This design comes from an exercise in tuning for small area on the open sky130 flow, not from production work.
In this exercise RTL edits were held to simulation tests only and were not proved equivalent to the original.
No activity file was given, so power comes from the tool's default toggle rates.

==> design.v <==
module sduino_tta #(
    parameter integer F_CPU = 16000000
) (
    input  wire        clk,
    input  wire        rst,         
    input  wire        cmd_valid,
    input  wire [3:0]  cmd_op,
    input  wire [31:0] cmd_data,
    output reg         rsp_valid,
    output reg  [31:0] rsp_data,
    output reg         rsp_err
);
    localparam [63:0] FREQ = F_CPU;
    localparam [63:0] CPM  = FREQ / 64'd1000;
    localparam integer PSC_SEL =
        (CPM < 64'd256)   ? 0 :
        (CPM < 64'd512)   ? 1 :
        (CPM < 64'd1024)  ? 2 :
        (CPM < 64'd2048)  ? 3 :
        (CPM < 64'd4096)  ? 4 :
        (CPM < 64'd8192)  ? 5 :
        (CPM < 64'd16384) ? 6 : 7;
    localparam [63:0] DIVISOR     = 64'd1 << PSC_SEL;
    localparam [63:0] PERIOD      = CPM / DIVISOR;
    localparam [63:0] US_PER_TICK = (DIVISOR * 64'd1000000) / FREQ;
    localparam [63:0] US_PER_OVF  = (DIVISOR * PERIOD * 64'd1000000) / FREQ;
    localparam [63:0] MILLIS_INC  = US_PER_OVF / 64'd1000;
    localparam [63:0] FRACT_INC   = (US_PER_OVF % 64'd1000) >> 3;
    localparam [63:0] FRACT_MAX   = 64'd125;
    localparam integer PSC_W = (PSC_SEL == 0) ? 1 : PSC_SEL;
    localparam [PSC_W-1:0] PSC_LAST    = DIVISOR - 64'd1;
    localparam [7:0]       CNT_LAST    = PERIOD - 64'd1;
    localparam [31:0]      K_PERIOD    = PERIOD;
    localparam [31:0]      K_US_TICK   = US_PER_TICK;
    localparam [31:0]      K_MILLIS    = MILLIS_INC;
    localparam [8:0]       K_FRACT_INC = FRACT_INC;
    localparam [8:0]       K_FRACT_MAX = FRACT_MAX;
    localparam [3:0] OP_NOP    = 4'h0;
    localparam [3:0] OP_MILLIS = 4'h1;
    localparam [3:0] OP_MICROS = 4'h2;
    localparam [3:0] OP_SET    = 4'h3;
    localparam [3:0] OP_TSTART = 4'h4;
    localparam [3:0] OP_TSTOP  = 4'h5;
    localparam [3:0] OP_IDIS   = 4'h6;
    localparam [3:0] OP_IEN    = 4'h7;
    reg [31:0]      ms;      
    reg [7:0]       fr;      
    reg [31:0]      ovf;     
    reg [7:0]       cnt;     
    reg             uif;     
    reg             cen;     
    reg             uie;     
    reg             gie;     
    reg [PSC_W-1:0] psc;     
    wire timer_step = cen && (psc == PSC_LAST);
    wire cnt_wrap   = timer_step && (cnt == CNT_LAST);
    wire tick_go    = uif && uie && gie;
    reg [31:0] ms_next;
    reg [8:0]  fr_sum;
    always @(*) begin
        ms_next = ms + K_MILLIS;
        fr_sum  = {1'b0, fr};
        if (K_FRACT_INC != 9'd0) begin
            fr_sum = fr_sum + K_FRACT_INC;
            if (fr_sum >= K_FRACT_MAX) begin
                fr_sum  = fr_sum - K_FRACT_MAX;
                ms_next = ms_next + 32'd1;
            end
        end
    end
    reg [31:0] micros_m;
    reg [31:0] micros_ticks;
    reg [31:0] micros_val;
    always @(*) begin
        micros_m = ovf;
        if (uif && (cnt < CNT_LAST))
            micros_m = micros_m + 32'd1;
        micros_ticks = micros_m * K_PERIOD + {24'd0, cnt};
        micros_val   = micros_ticks * K_US_TICK;
    end
    reg [31:0] host_data;
    reg        host_err;
    always @(*) begin
        host_data = 32'd0;
        host_err  = 1'b0;
        case (cmd_op)
            OP_NOP, OP_SET, OP_TSTART, OP_TSTOP, OP_IDIS, OP_IEN: ;
            OP_MILLIS: host_data = ms;
            OP_MICROS: host_data = micros_val;
            default:   host_err  = 1'b1;
        endcase
    end
    always @(posedge clk) begin
        if (rst) begin
            ms        <= 32'd0;
            fr        <= 8'd0;
            ovf       <= 32'd0;
            cnt       <= 8'd0;
            uif       <= 1'b0;
            cen       <= 1'b0;
            uie       <= 1'b0;
            gie       <= 1'b0;
            psc       <= {PSC_W{1'b0}};
            rsp_valid <= 1'b0;
            rsp_data  <= 32'd0;
            rsp_err   <= 1'b0;
        end else begin
            if (cen)
                psc <= (psc == PSC_LAST) ? {PSC_W{1'b0}} : psc + 1'b1;
            if (timer_step)
                cnt <= cnt_wrap ? 8'd0 : cnt + 8'd1;
            if (tick_go) begin
                ms  <= ms_next;
                fr  <= fr_sum[7:0];
                ovf <= ovf + 32'd1;
            end
            if (cmd_valid && cmd_op == OP_SET) begin
                ms  <= cmd_data * K_MILLIS;
                fr  <= 8'd0;
                ovf <= cmd_data;
            end
            if (cnt_wrap)
                uif <= 1'b1;
            else if (tick_go)
                uif <= 1'b0;
            if (cmd_valid) begin
                case (cmd_op)
                    OP_TSTART: begin cen <= 1'b1; uie <= 1'b1; end
                    OP_TSTOP:  cen <= 1'b0;
                    OP_IDIS:   gie <= 1'b0;
                    OP_IEN:    gie <= 1'b1;
                    default: ;
                endcase
            end
            rsp_valid <= cmd_valid;
            rsp_data  <= cmd_valid ? host_data : 32'd0;
            rsp_err   <= cmd_valid ? host_err  : 1'b0;
        end
    end
endmodule
==> run.sh <==
#!/bin/bash
# synth_recipe.tcl (not shown) runs the flow's synth.tcl, then flattens the netlist and writes it again
# the make line also repeats each setting of config.mk as NAME=value (left out here)
make -C /OpenROAD-flow-scripts/flow DESIGN_CONFIG=/design/flow/config.mk WORK_HOME=/design/flow/orfs CLKGATE_MAP_FILE= SYNTH_SCRIPT=/design/flow/synth_recipe.tcl finish
==> config.mk <==
export PLATFORM = sky130hd
export DESIGN_NAME = sduino_tta
export DESIGN_NICKNAME = sduino_tta
export VERILOG_FILES = /design/flow/design.v
export SDC_FILE = /design/flow/constraint.sdc
export NUM_CORES = 4
export LEC_CHECK = 0
export CAP_MARGIN = 20
export CORE_MARGIN = 2
export CORE_UTILIZATION = 40
export SLEW_MARGIN = 20
==> constraint.sdc <==
create_clock -name core_clock -period 10.0 [get_ports {clk}]
set_input_delay 2.0000 -clock core_clock [delete_from_list [all_inputs] [get_ports {clk}]]
set_output_delay 2.0000 -clock core_clock [all_outputs]
set_load 0.01 [all_outputs]
==> impl_metrics.toml, run 1 <==
[status]
status = "finished clean"

[logic_synthesis]
synth_seq_cells = 113
yosysWarnings = 1
seq_area_frac_synth = 0.217
synth_cell_types = 81
syn_area_um2 = 10400
synth-edff-count = 0
yosys_most_used_dff = "dfxtp_1"
syn_nets = 1426
ys_async_sr_fraction = 0
postSynthCellCount = 1244
avgSynthCellArea_um2 = 8.36

[setup_path]
crit_path_max_fanout = 9
ff2ff_path_depth = 22
crit_required_ns = 10.36
cp_data_arrival_time_ns = 8.10
start_kind = "flip-flop"
end_kind = "flip-flop"
critical_path_class = "flip-flop to flip-flop"

[finish]
diodes = 0
drive_above_1_share = 0.0588
area_growth_pct = 15.4
final_nets = 1479

[placement]
gp_congestion = 0.867
portBuffers = 72
hpwl_um = 21800

[clocking]
cts_tree = "done"
clock_sinks = 113
holdBufCountCts = 0
insertion_delay_ns = 0.43
cts_resized = 0
post_cts_buffers = 0
cts_max_path_buffers = 2
cts_max_level = 4
cts_root_buf = "clkbuf_16"
path_clk_slew_ns = 0.07
cts_made_buffers = 17

[detailed_routing]
first_pass_iters = 5
post-route-drc-count = 0
antenna_left = 0
routedWlPerCell_um = 16.8
via_count = 8598
via_per_inst = 5.23
first_iter_violations = 414
routed_wl_um = 27600

[timing]
hold_violations = 0
final-max-slew-violation-count = 0
tightestPinTransition_ns = 0.939
post-route-period-util = 0.773
fmax_mhz = 129
layout_min_cycle_time_ns = 7.73
finClkSkew_ns = 0.0115
setup_viol = 0
max_slew_margin = 0.370
hold_ws_ns = 0.483
finalSetupTns_ns = 0
rsz0062_at_grt = "false"

[power_and_ir_drop]
p_leak_nw = 4.50
p_seq_frac = 0.359
powerDensity_nw_per_um2 = 108
p_sw_w = 0.000397
peakVddDrop_v = 0.000121
p_total_w = 0.00129
p_comb_frac = 0.160
swShare = 0.307
p_clk_frac = 0.481
internal_power_w = 0.000897

[floorplan]
initial_core_util = 0.404
core.rowCount = 59
core_um2 = 25800
dieArea_um2 = 27300
die_x_um = 165
ios = 73
die_h_um = 165

[global_route]
grt_max_degree = 73
grt_pass1_vias = 8369
antenna_found_initial = 0
track_usage = 0.211
grt_remaining_overflow = 0
grt_pass1_wl_um = 44400

[flow_run]
maxCapViolCount = 0

[worst_hold_path]
hold_depth = 2
hold_path.class = "flip-flop to flip-flop"
[cell usage after synthesis (all sizes together) (3+ instances only)]
cell,number,area [µm²]
inv,156,586
nand2,110,413
maj3,5,50.1
or2,12,75.1
and3,14,87.6
nand2b,6,37.5
mux2i,4,40.0
o211ai,11,87.6
dfxtp,113,2260
xor2,67,587
nor4b,3,41.3
o31ai,6,50.1
or4,7,52.6
nor3,24,125
a311oi,5,43.8
nor3b,3,27.5
a22oi,17,128
a21oi,94,474
clkbuf,38,143
nand3,37,198
xnor2,85,752
o21bai,30,225
buf,7,45.0
a21boi,3,22.5
and2,7,43.8
nand3b,5,41.3
nor2b,7,43.8
o311ai,3,26.3
o21ai,33,173
nor4,6,43.8
nor2,93,357
nand4,24,150
or3,10,62.6
o21a,4,30.0
fa,82,1640
a211oi,10,95.1
and4,6,52.6
a21o,5,37.5
ha,61,763
a31oi,6,37.5
[worst paths after layout]
check	to	start	slack, ns
max	rsp_data[30]	cnt[0]	2.27
min	uie	uie	0.48
max reg2reg	rsp_data[30]	cnt[0]	2.27
min reg2reg	uie	uie	0.48
[registers in the layout, summed over array words and instances (netlist names)]
name	cells
rsp_data	32
ms	32
psc	6
rsp_valid	1
uie	1
cen	1
rsp_err	1
ovf	29
uif	1
gie	1
cnt	8
[cells in the final DEF, fill, tap and decap left out, drive strengths merged, types with 6 or more instances in the layout]
master         instances
dfxtp                113
and4                   6
o211ai                11
nand4                 24
ha                    61
buf                    7
xor2                  67
clkbuf                17
nor2b                  7
o21ai                 33
nor3                  24
or2                   12
o21bai                30
a31oi                  6
o31ai                  6
nand3                 37
and3                  14
nor4                   6
or3                   10
or4                    7
nand2                110
nand2b                 6
a22oi                 17
a21oi                 94
fa                    82
inv                  167
a211oi                10
clkdlybuf4s50         72
xnor2                 85
nor2                  93
and2                   7
[power groups by stage]
stage          Clock (W)  Sequential (W)  Combinational, W
4_1_cts         0.000633        0.000465          0.000207
2_1_floorplan          0        0.000471          0.000151
6_report        0.000623        0.000465          0.000207
3_3_place_gp           0        0.000475          0.000203
3_5_place_dp           0        0.000475          0.000206
5_1_grt         0.000654        0.000466          0.000233
[cell type report]
cell class	instances	area, µm²
repair buffers	79	773
clock inverters	15	161
multi-input cells	929	7370
flip-flops and latches	113	2260
inverters	157	589
well taps	335	419
fillers	2504	13800
clock buffers	17	425
[logic make-up (layout without fill, tap and decap cells)]
family | after synthesis | in the layout | synth area share
DFF | 113 | 113 | 0.217
adders and majority gates | 148 | 148 | 0.236
and+or+nand+nor | 380 | 380 | 0.184
xor gates and xnor gates | 152 | 152 | 0.129
buffers and inverters | 202 | 268 | 0.0747
AOI/OAI and AO/OA | 244 | 244 | 0.154
muxes | 5 | 5 | 0.00493
[worst max-delay path, stage by stage, from the launching register on]
cell and delay (ns):
dfxtp_1 0.45, inv_1 0.07, ha_1 0.19, nor2b_1 0.15
o31ai_2 0.66, nor2_1 0.14, xnor2_1 0.65, xor2_1 0.35
xor2_1 0.23, fa_1 0.47, fa_1 0.50, fa_1 0.51
inv_1 0.04, ha_1 0.39, a211o_1 0.38, or4b_1 0.50
o22ai_2 0.20, o21ai_0 0.15, xor2_1 0.31, nand4_1 0.24
or4_1 0.52, or4_1 0.47, nand3_1 0.09
[per-layer routing]
layer  track usage  up-vias  routed length (µm)
li1              -     4291                   -
met1         0.314     4091               13800
met2         0.323      186               12200
met3        0.0252       30                1180
met4        0.0549        0                 425
met5             0        -                   0
[stage by stage]
stage / setup WS, ns / std cells / utilization / instance area, µm²
after floorplan: 2.99 / 1244 / - / 10400
after detailed placement: 2.37 / 1613 / 0.443 / 11400
after global routing: 1.80 / 1645 / 0.466 / 12000
after CTS: 2.33 / 1645 / 0.466 / 12000
after global placement: 2.51 / 1613 / 0.443 / 11400
final: 2.27 / 1645 / 0.466 / 12000
==> run 2: changes to the inputs <==
==> design.v (replaced) <==
module sduino_tta #(
    parameter integer F_CPU = 16000000
) (
    input  wire        clk,
    input  wire        rst,         
    input  wire        cmd_valid,
    input  wire [3:0]  cmd_op,
    input  wire [31:0] cmd_data,
    output reg         rsp_valid,
    output wire [31:0] rsp_data,
    output reg         rsp_err
);
    localparam [3:0] OP_MILLIS = 4'h1;
    localparam [3:0] OP_MICROS = 4'h2;
    localparam [3:0] OP_SET    = 4'h3;
    localparam [3:0] OP_TSTART = 4'h4;
    localparam [3:0] OP_TSTOP  = 4'h5;
    localparam [3:0] OP_IDIS   = 4'h6;
    localparam [3:0] OP_IEN    = 4'h7;
    reg [31:0] ovf;      
    reg        pend;     
    reg [13:0] tmr;      
    reg        uif, cen, uie, gie;
    reg        sel_ms;   
    reg        sel_mi;   
    reg [7:0]  rcnt;     
    reg        rc;       
    wire [7:0] cnt = tmr[13:6];
    wire tmr_last = &{tmr[13:9], tmr[6:0]};
    wire cnt_wrap = cen & tmr_last;
    wire tick_go  = uif & uie & gie;
    wire [14:0] tc;
    wire [13:0] tmr_inc;
    assign tc[0] = cen;
    genvar i;
    generate
        for (i = 0; i < 14; i = i + 1) begin : g_tmr
            assign tmr_inc[i] = tmr[i] ^ tc[i];
            assign tc[i+1]    = tmr[i] & tc[i];
        end
    endgenerate
    wire [32:0] oc;
    wire [31:0] ovf_inc;
    assign oc[0] = pend;
    generate
        for (i = 0; i < 32; i = i + 1) begin : g_ovf
            assign ovf_inc[i] = ovf[i] ^ oc[i];
            assign oc[i+1]    = ovf[i] & oc[i];
        end
    endgenerate
    wire is_set = cmd_valid & (cmd_op == OP_SET);
    always @(posedge clk) begin
        if (rst) begin
            ovf       <= 32'd0;
            pend      <= 1'b0;
            tmr       <= 14'd0;
            uif       <= 1'b0;
            cen       <= 1'b0;
            uie       <= 1'b0;
            gie       <= 1'b0;
            rsp_valid <= 1'b0;
        end else begin
            tmr  <= tmr_last ? 14'd0 : tmr_inc;
            ovf  <= is_set ? cmd_data : ovf_inc;
            pend <= tick_go & ~is_set;
            uif  <= cnt_wrap | (uif & ~tick_go);
            if (cmd_valid) begin
                case (cmd_op)
                    OP_TSTART: begin cen <= 1'b1; uie <= 1'b1; end
                    OP_TSTOP:  cen <= 1'b0;
                    OP_IDIS:   gie <= 1'b0;
                    OP_IEN:    gie <= 1'b1;
                    default: ;
                endcase
            end
            rsp_valid <= cmd_valid;
        end
    end
    always @(posedge clk) begin
        rsp_err <= cmd_op[3];
        sel_ms  <= (cmd_op == OP_MILLIS);
        sel_mi  <= (cmd_op == OP_MICROS);
        rcnt    <= cnt;
        rc      <= uif & ~(&{cnt[7:3], cnt[0]});
    end
    wire [29:0] x = ovf[29:0];
    wire [28:0] p;
    wire [29:0] pc;
    assign pc[0] = rc;
    generate
        for (i = 0; i < 29; i = i + 1) begin : g_p
            wire b = (i == 0) ? rc : x[i-1];
            assign p[i]    = x[i] ^ b ^ pc[i];
            assign pc[i+1] = (x[i] & b) | (x[i] & pc[i]) | (b & pc[i]);
        end
    endgenerate
    wire [29:0] opa = {x[21:0], rcnt};
    wire [29:0] opb = {~p, 1'b0};
    wire [29:0] opc = {21'd0, rc, 6'd0, ~rc, 1'b0};
    wire [29:0] s1 = opa ^ opb ^ opc;
    wire [29:0] c1 = (opa & opb) | (opa & opc) | (opb & opc);
    wire [29:0] c1s = {c1[28:0], 1'b0};
    wire [30:0] rcy;
    wire [29:0] r;
    assign rcy[0] = 1'b0;
    generate
        for (i = 0; i < 30; i = i + 1) begin : g_r
            assign r[i]     = s1[i] ^ c1s[i] ^ rcy[i];
            assign rcy[i+1] = (s1[i] & c1s[i]) | (s1[i] & rcy[i]) | (c1s[i] & rcy[i]);
        end
    endgenerate
    assign rsp_data = ({32{sel_mi}} & {r, 2'b00}) | ({32{sel_ms}} & ovf);
endmodule
==> run 2 against run 1 <==
Against the previous run: the layout now fails its checks (setup timing); first-iteration DRC count fell by 68%; non-clock buffer count is 19 higher; setup slack got worse by 5.7 ns; maximum frequency shrank 42%; clock-buffer cell count down 6; synthesized area fell by 54%; combinational power is 44% lower; routed wire length fell by 59%; die area shrank 53%; hold slack got worse by 0.13 ns; final cell count fell by 55%; utilization is 5.9 points higher; largest cell class unchanged; largest power group unchanged.
==> impl_metrics.toml, run 2 <==
[finish]
fin_util = 0.525
drive_above_1_share = 0.200
multi_input_comb_area_um2 = 3260
regArea_um2 = 1290
top_regs = "ovf: 32 flops, tmr: 14 flops, rcnt: 8 flops"
final_nets = 755
area_growth_pct = 29.4
largest_reg_flops = 32
final_cell_mix = "85 x inv_1, 72 x ha_1, 60 x dfxtp_1"
layout.cells.non_filler = 742
layout_commonest_cell = "inv_1"
fill_cells = 1115
largest-register = "ovf"
diodes = 0

[logic_synthesis]
netlist.area_leader.share = 0.265
syn_area_um2 = 4830
seq_area_frac_synth = 0.265
yosysWarnings = 1
synth_seq_cells = 64
syn_nets = 670
synth_area_leaders = "dfxtp_1 27%, fa_1 22%, ha_1 19%, inv_1 6.9%, o21ai_0 5.9%"
postSynthCellCount = 505
yosys.cell_count.top_type = "inv_1"
synth_cell_types = 36
synth-edff-count = 0
ys_async_sr_fraction = 0
avgSynthCellArea_um2 = 9.56
yosys_most_used_dff = "dfxtp_1"
yosys-top-cells-count = "89 x inv_1, 72 x ha_1, 64 x dfxtp_1, 57 x o21ai_0, 54 x fa_1"
yosys.area.top_type = "dfxtp_1"

[timing]
fmax_mhz = 74.4
rsz0062_at_grt = "true"
finClkSkew_ns = 0.00423
layout_min_cycle_time_ns = 13.43
final-max-slew-violation-count = 0
finalSetupTns_ns = -20.73
fin_ws_ns = -3.43
post-route-period-util = 1.34
max_slew_margin = 0.375
tightestPinTransition_ns = 0.937
hold_violations = 0
setup_viol = 11

[placement]
gp_congestion = 0.795
portBuffers = 72
numPlacedInstances = 726
place_ws_ns = -3.56
hpwl_um = 9000

[power_and_ir_drop]
p_leak_nw = 2.69
p_seq_frac = 0.366
p_sw_w = 0.000180
p_comb_frac = 0.163
peakVddDrop_v = 0.0000621
internal_power_w = 0.000533
p_clk_frac = 0.471
p_total_w = 0.000713
swShare = 0.253
powerDensity_nw_per_um2 = 114

[setup_path]
r2r_start = "ovf[0]"
crit_path_max_incr_delay_ns = 0.42
crit_required_ns = 8.00
crit_path_max_fanout = 2
cp-startpoint = "rc"
path_common_cell = "fa_2"
start_kind = "flip-flop"
critical_path_class = "flip-flop to output port"
slowest_stage = "fa_2"
end_kind = "output port"
cp_data_arrival_time_ns = 11.43

[floorplan]
core_um2 = 11900
initial_core_util = 0.405
dieArea_um2 = 13000
die_h_um = 114
die_x_um = 114
core.rowCount = 40
ios = 73

[detailed_routing]
via_count = 3700
post-route-drc-count = 0
first_pass_iters = 4
antenna_left = 0
routedWlPerCell_um = 15.4
routed_wl_um = 11500
first_iter_violations = 132
via_per_inst = 4.99

[clocking]
path_clk_slew_ns = 0.06
holdBufCountCts = 0
cts_max_path_buffers = 2
cts_max_level = 3
cts_tree = "done"
cts_made_buffers = 9
clock_sinks = 64
insertion_delay_ns = 0.33
cts_root_buf = "clkbuf_16"

[global_route]
grt_remaining_overflow = 0
grt_pass1_vias = 3927
track_usage = 0.193
grt_pass1_wl_um = 19300
grt_max_degree = 40
antenna_found_initial = 0

[status]
status = "complete, but fails checks"
check.faults = "setup timing"

[flow_run]
maxCapViolCount = 0

[worst_hold_path]
hold_path.class = "flip-flop to flip-flop"
holdCritStartpoint = "tmr[7]"
==> run 2: cells by family (layout without fill, tap and decap cells) <==
family | after synthesis | in the layout | share of synthesized area
AO/OA/AOI/OAI | 100 | 100 | 0.111
XOR/XNOR | 8 | 8 | 0.0174
adder cells (fa/ha/maj) | 126 | 126 | 0.410
buffers and inverters | 113 | 203 | 0.0910
flip-flops | 64 | 64 | 0.265
multiplexers | 2 | 2 | 0.00441
AND/OR/NAND/NOR | 92 | 92 | 0.100
==> run 2: repair_timing <==
item | CTS | global route
pin swaps | 1 | 4
gates resized for setup | 48 | 7
setup endpoints to repair | 12 | 13
setup buffers | 0 | 0
hold endpoints to repair | 0 | 0
==> run 2: layout make-up <==
cell class,count,share of cell area
clock inverters,5,0.00981
repair buffers,98,0.137
multi-input cells,328,0.521
inverters,89,0.0535
well taps,147,0.0294
flip-flops and latches,64,0.206
clock buffers,11,0.0423
==> run 2: through the flow <==
step,instance area [µm²],hold WS [ns]
2_1_floorplan,4970,0.337
3_3_place_gp,5960,0.346
3_5_place_dp,5960,0.350
4_1_cts,6240,0.360
5_1_grt,6250,0.367
6_report,6250,0.357
==> run 2: worst paths after layout <==
path | slack (ns) | cells after the start | end
max reg2reg | 3.34 | 35 | ovf[31]
min reg2reg | 0.36 | 0 | rcnt[1]
min | 0.36 | 0 | rcnt[1]
max | -3.43 | 38 | rsp_data[31]
==> run 2: per-layer routing <==
| metal | GRT usage | up-vias | wire [µm] | part of all wire |
|---|---|---|---|---|
| met5 | 0 | - | 0 | 0 |
| met4 | 0.0561 | 0 | 159 | 0.014 |
| met3 | 0.0282 | 11 | 484 | 0.042 |
| met2 | 0.325 | 88 | 5530 | 0.48 |
| met1 | 0.259 | 1782 | 5290 | 0.46 |
| li1 | - | 1819 | - | - |
==> run 2: power groups by stage <==
stage,logic (W),clock network (W),registers [W]
6_report,0.000116,0.000336,0.000261
3_5_place_dp,0.000118,0,0.000266
3_3_place_gp,0.000116,0,0.000266
5_1_grt,0.000132,0.000352,0.000261
2_1_floorplan,0.0000720,0,0.000265
4_1_cts,0.000117,0.000342,0.000261
==> run 2: worst max-delay path: cells and delay by family (launching register included) <==
kind | cells | cell delay (ns)
adder cells (fa/ha/maj) | 29 | 9.80
AO/OA/AOI/OAI | 1 | 0.13
buffers and inverters | 6 | 0.43
XOR/XNOR | 2 | 0.40
flip-flops | 1 | 0.34

## separate check: timing with driven ports
How much do the figures lean on ideal ports? The routed layouts below were timed once more, with nothing changed but the port constraints.
Step 1 assumes that a clkbuf_16 drives the clock port and a buf_2 every other input.
Step 2 adds t to the input delays and takes it off the output delays; t is the mean of the earliest and latest rising clock arrival at the registers after step 1. Input paths then give back, and output paths get back, about the clock's delay inside the block.
a / b / c = no drivers / after step 1 / after step 2; a / b = the first two.
| run | t (ns) | setup WS [ns] | worst setup path after step 2 |
|---|---|---|---|
| run 1 | 0.464 | 2.267 / 2.267 / 2.267 | register to register |
| run 2 | 0.366 | -3.433 / -3.470 / -3.103 | register to output |
